This design comes from an exercise in tuning for small area on the open sky130 flow, not from production work.
RTL that was checked went through simulation tests only; none was proved equivalent to the original.
Power and IR drop assume default switching activity.

01-03:
// bdsp_analyser
module bdsp_analyser (
    input  wire        clk,
    input  wire        rst,
    input  wire        start,
    input  wire [11:0] blob_len,
    input  wire [7:0]  en0,
    input  wire [7:0]  en1,
    input  wire        in_valid,
    input  wire [7:0]  in_data,
    output wire        in_ready,
    output wire        done,
    output wire        malformed,
    output wire [7:0]  on0,
    output wire [7:0]  on1,
    output wire [7:0]  off0,
    output wire [7:0]  off1,
    output wire [7:0]  gs0,
    output wire [7:0]  xt0,
    output wire [7:0]  xt1,
    output wire [7:0]  ctgt_ae0,
    output wire [7:0]  ctgt_ae1,
    output wire [7:0]  ctgt_gen,
    output wire [7:0]  ctgt_base,
    output wire [3:0]  ncoef,
    output wire [1:0]  mode,
    output wire [1:0]  sinsel,
    output wire        genstop,
    output wire [1:0]  mdir,
    output wire [1:0]  bdir0,
    output wire [1:0]  bdir1,
    output wire        reg_valid,
    output wire [7:0]  reg_flags,
    output wire [55:0] reg_val,
    output wire [3:0]  int_app,
    output wire [15:0] int_addr,
    output wire [7:0]  int_nbytes
);
    localparam [2:0] S_IDLE = 3'b000, S_HDR = 3'b001, S_BODY = 3'b010,
  ...
clock: 6.0 ns
lec_check: 0
cap_margin: 20
core_margin: 2
core_utilization: 50
place_density: 0.7
slew_margin: 20
standard.sh (not shown) runs the stock make flow with config.mk's settings and CLKGATE_MAP_FILE= SYNTH_SCRIPT=/design/flow/synth_recipe.tcl, a recipe that flattens the netlist after the stock synthesis.
==> flow/flow/run.sh <==
#!/bin/bash
# The standard layout, with three changes:
# - synthesis maps the logic with an area-oriented ABC script (flow/abc_area.script)
#   in a copy of the ORFS scripts; everything else in synthesis is unchanged;
# - the smallest buffer on the ports and on outputs that repeat a net;
# - one tie cell for the constant outputs;
# - a clock tree of fewer, stronger sink buffers and no dummy loads.
# Each tool's full output stays in the ORFS logs under orfs/logs; make's own
# output goes to synth.log and standard.log.
set -euo pipefail
rm -rf scripts_area
cp -r "$FLOW_HOME/scripts" scripts_area
cp flow/abc_area.script scripts_area/abc_area.script
bash standard.sh SCRIPTS_DIR="$PWD/scripts_area" ABC_AREA=1 MIN_BUF_CELL_AND_PORTS="sky130_fd_sc_hd__buf_1 A X" synth > synth.log 2>&1
bash standard.sh \
  SKIP_REPAIR_TIE_FANOUT=1 \
  BUFFER_PORTS_ARGS="-buffer_cell sky130_fd_sc_hd__buf_1" \
  CTS_ARGS="-sink_clustering_enable -repair_clock_nets -sink_clustering_size 14 -sink_clustering_max_diameter 60 -sink_clustering_buffer sky130_fd_sc_hd__clkbuf_8 -buf_list {sky130_fd_sc_hd__clkbuf_4 sky130_fd_sc_hd__clkbuf_8} -dont_use_dummy_load" \
  finish > standard.log 2>&1
==> flow/flow/abc_area.script <==
strash
&get -n
&fraig -x
&put
scorr
dc2
strash
&get -n
&synch2
&dch -f
&nf -R 1000
&put
Modified inputs, 02-08 compared to 01-03
--- a/flow/design.v
+++ b/flow/design.v
@@ -167,22 +167,33 @@
                         st <= S_HDR;
                 end
             default:
                 st <= S_IDLE;
             endcase
         end
     end
-    always @(posedge clk) begin
-        if (idle && start) rem <= blob_len;
-        else if (take)     rem <= rem - 12'd1;
-    end
-    always @(posedge clk) begin
-        if (ht && cnt[2:0] == 3'd6) crem[11:8] <= in_data[3:0];
-        if (h7)                     crem[7:0]  <= in_data;
-        if (bt)                     crem       <= crem - 12'd1;
+    function [11:0] dec12;
+        input [11:0] v;
+        input        b;
+        integer      k;
+        reg          br;
+        begin
+            br = b;
+            for (k = 0; k < 12; k = k + 1) begin
+                dec12[k] = v[k] ^ br;
+                br       = br & ~v[k];
+            end
+        end
+    endfunction
+    wire [11:0] rem_dec  = dec12(rem, take);
+    wire [11:0] crem_dec = dec12(crem, bt);
+    always @(posedge clk) begin
+        rem        <= idle ? blob_len : rem_dec;
+        crem[11:8] <= (ht && cnt[2:0] == 3'd6) ? in_data[3:0] : crem_dec[11:8];
+        crem[7:0]  <= h7 ? in_data : crem_dec[7:0];
     end
     always @(posedge clk) begin
         if (idle)
             cnt <= 7'd0;
         else if (ht)
             cnt <= (cnt[2:0] == 3'd7) ? 7'd0 : cnt + 7'd1;
         else if (bt) begin
@@ -246,16 +257,15 @@
         if (c_int && cnt == 7'd8) inb <= in_data;
     end
     always @(posedge clk) begin
         if (c_int && cnt == 7'd4) fb <= !one;
         if (c_int && cnt == 7'd8 && n > 12'd160) fb <= 1'b1;
     end
     always @(posedge clk) begin
-        if (idle)       ncnt <= 4'd0;
-        else if (c8_ne) ncnt <= ncnt + 4'd1;
+        ncnt <= idle ? 4'd0 : ncnt + {3'd0, c8_ne};
     end
     always @(posedge clk) begin
         if (idle)
             sins <= 2'd0;
         else if (c_coef && cnt == 7'd126)
             sins <= in_data[0] ? 2'd2 : 2'd1;
     end
### Flow results
From 02-08 to 01-03, clock tree buffer count of the final layout did not move at all. Delta (02-08 minus 01-03): overall power consumption went down by 8.0%; average routed wire per standard cell went down by 3.8%. Reg2reg setup slack ends up higher on 01-03. 01-03 has higher reported combinational group power than 02-08. 02-08 vs 01-03 — achievable frequency dropped by a few percent. 02-08 vs 01-03, endpoint arrival time on the critical path went up by 1740 ps. [diff] worst path setup slack after routing, 02-08 relative to 01-03: regression. Slew of the pin with the lowest slew margin in 02-08 is 21 ps above 01-03. In 02-08 the time the worst path needs with I/O delays and setup turned out 200 ps higher than in 01-03.
No functional check of the RTL was part of 02-08.

separate check: timing with driven ports:
How much do the figures lean on ideal ports? The routed layouts below were timed once more, with nothing changed but the port constraints. Step 1, drivers: a clkbuf_16 drives clk and a buf_2 each remaining input, both assumed. Step 2 adds t to the input delays and takes it off the output delays; t is the mean of the earliest and latest rising clock arrival at the registers after step 1. Input paths then give back, and output paths get back, about the clock's delay inside the block. Slacks: ideal ports / drivers / drivers and shift; pairs: ideal ports / drivers.
run	t, ns	slack for setup (ns)	worst setup path at the end
01-03	0.540	1.911 / 1.870 / 1.581	input to register
02-08	0.538	1.711 / 1.711 / 1.500	input to register
After both steps every run listed still meets setup and hold. For 01-03, which loses most, drivers alone change the setup slack by -0.041 ns; drivers and shift together by -0.330 ns.
